Context: an optimization exercise on an open-source flow, tuned for small area, a short achievable clock period and few clock cycles. The choices shown serve that exercise and are no tape-out recipe. At most, simulation tests tie the RTL to the original design; equivalence was not proved. Power is estimated from default activity; no workload was simulated.

==> flow/design.v (excerpt) <==
module dot_core (
    input  wire        clk,
    input  wire        rst,           
    input  wire        op_valid,
    output wire        op_ready,
    input  wire [4:0]  op,
    input  wire [7:0]  arg_x,         
    input  wire [7:0]  arg_y,         
    input  wire        arg_state,
    input  wire [7:0]  arg_width,
    input  wire [7:0]  arg_height,
    input  wire [7:0]  arg_rows,      
    input  wire [7:0]  arg_addr,
    input  wire [7:0]  arg_data,
    input  wire [15:0] arg_level,     
    input  wire [7:0]  arg_button,
    input  wire [15:0] arg_fps,
    output wire        done,
    output reg         refused,
    output wire [31:0] result,
    output wire [7:0]  spr_addr,
    input  wire [7:0]  spr_data,
    input  wire        in_left,
    input  wire        in_right,
    input  wire [31:0] now_ms,
    output reg         din,
    output reg         sclk,
    output reg         cs_n
);
    localparam [4:0] OP_CLEAR      = 5'h01;
    localparam [4:0] OP_FILL       = 5'h02;
    localparam [4:0] OP_SETPIXEL   = 5'h03;
    localparam [4:0] OP_GETPIXEL   = 5'h04;
    localparam [4:0] OP_DRAWSPRITE = 5'h05;
    localparam [4:0] OP_SENDCMD    = 5'h09;
    localparam [4:0] OP_BEGIN      = 5'h0A;
    localparam [4:0] OP_SHOW       = 5'h0B;
    localparam [4:0] OP_SETBRIGHT  = 5'h0C;
    localparam [4:0] OP_UPDATE     = 5'h10;
    localparam [4:0] OP_PRESSED    = 5'h11;
    localparam [4:0] OP_RELEASED   = 5'h12;
    localparam [4:0] OP_HELD       = 5'h13;
    localparam [4:0] OP_CHORD      = 5'h14;
    localparam [4:0] OP_HOLDTIME   = 5'h15;
    localparam [4:0] OP_WAITFRAME  = 5'h18;
  ...
==> flow/config.mk <==
export PLATFORM = sky130hd
export DESIGN_NAME = dot_core
export DESIGN_NICKNAME = dot_core
export VERILOG_FILES = /design/flow/design.v
export SDC_FILE = /design/flow/constraint.sdc
export NUM_CORES = 4
export LEC_CHECK = 0
export ABC_AREA = 1
export CAP_MARGIN = 60
export CORE_MARGIN = 2
export CORE_UTILIZATION = 55
export CTS_BUF_LIST = sky130_fd_sc_hd__clkbuf_8
export CTS_CLUSTER_SIZE = 20
export PLACE_DENSITY = 0.7
export SLEW_MARGIN = 90
==> flow/constraint.sdc <==
create_clock -name core_clock -period 30.0 [get_ports {clk}]
set_input_delay 6.0000 -clock core_clock [delete_from_list [all_inputs] [get_ports {clk}]]
set_output_delay 6.0000 -clock core_clock [all_outputs]
set_load 0.01 [all_outputs]
standard.sh (not shown) runs the stock make flow with config.mk's settings and CLKGATE_MAP_FILE= SYNTH_SCRIPT=/design/flow/synth_recipe.tcl, a recipe that flattens the netlist after the stock synthesis.
==> flow/flow/run.sh <==
#!/bin/bash
# The standard layout, with a plain buffer cell on every input and output
# port in place of the delay cell that buffer_ports picks by default.
set -euo pipefail
export BUFFER_PORTS_ARGS="-buffer_cell sky130_fd_sc_hd__buf_1"
bash standard.sh > standard.log 2>&1
The starting point stopped in 3_5_place_dp.
Testbench counts at the start, summed over its fixed seeds: cycles 110,563.
Change:
--- a/flow/config.mk
+++ b/flow/config.mk
@@ -7,5 +7,5 @@
 export LEC_CHECK = 0
 export ABC_AREA = 1
-export CAP_MARGIN = 60
+export CAP_MARGIN = 20
 export CORE_MARGIN = 2
 export CORE_UTILIZATION = 55
@@ -13,3 +13,3 @@
 export CTS_CLUSTER_SIZE = 20
 export PLACE_DENSITY = 0.7
-export SLEW_MARGIN = 90
+export SLEW_MARGIN = 75
After rerunning:
- This time the run ran to the end with no violations
- synthesized cell count is unchanged
- area after synthesis is unchanged

dot_core, a different RTL version from the one above (not shown whole).
For scale: roughly 190 I/O pins, ~0.017 mm^2 of cells after synthesis.
Settings: LEC_CHECK=0, ABC_AREA=1, CAP_MARGIN=20, CORE_MARGIN=2, CORE_UTILIZATION=70, PLACE_DENSITY=0.8, SLEW_MARGIN=20; clock period 30.0 ns.
==> flow/flow/run.sh <==
#!/bin/bash
# The standard layout, with a plain buffer cell on every input and output
# port in place of the delay cell that buffer_ports picks by default.
set -euo pipefail
export BUFFER_PORTS_ARGS="-buffer_cell sky130_fd_sc_hd__buf_2"
bash standard.sh > standard.log 2>&1
==> next run, changes <==
--- a/flow/flow/run.sh
+++ b/flow/flow/run.sh
@@ -4,3 +4,3 @@
 set -euo pipefail
-export BUFFER_PORTS_ARGS="-buffer_cell sky130_fd_sc_hd__buf_2"
+export BUFFER_PORTS_ARGS="-buffer_cell sky130_fd_sc_hd__buf_1"
 bash standard.sh > standard.log 2>&1
- CTS_BUF_LIST: unset -> sky130_fd_sc_hd__clkbuf_8
- CTS_CLUSTER_SIZE: unset -> 20
Effect: The new run ran to the end with no violations. Worst setup slack is better by 130 ps. Clock power went down by 16%. Utilization goes down by 1.5 points.
No functional check of the RTL was part of any run of this note.

==> separate check: timing with driven ports <==
How much do the figures lean on ideal ports? The routed layouts below were timed once more, with nothing changed but the port constraints.
Step 1 (the two cells are an assumption about what drives the block):
set clk [get_ports {clk}]
set_driving_cell -lib_cell sky130_fd_sc_hd__clkbuf_16 $clk
set_driving_cell -lib_cell sky130_fd_sc_hd__buf_2 [delete_from_list [all_inputs] $clk]
Step 2, shift: input delay + t, output delay - t, t = (earliest + latest rising clock arrival at the registers) / 2. This alone moves slack from input paths to output paths.
Slacks: ideal ports / drivers / drivers and shift; pairs: ideal ports / drivers.
run | t (ns) | setup slack, ns | worst slew at a driven data input, ns | cell pins on the clock port's net
the second run of note 1 | 0.631 | 22.535 / 22.483 / 22.036 | 0.06 | 1
the first run of note 2 | 0.617 | 22.011 / 22.043 / 21.426 | 0.10 | 1
the second run of note 2 | 0.632 | 22.143 / 22.138 / 21.540 | 0.09 | 1
After both steps every run listed still meets setup and hold. The setup slack of the second run of note 2, which loses most, moves by -0.005 ns with the drivers and by -0.603 ns with both steps.
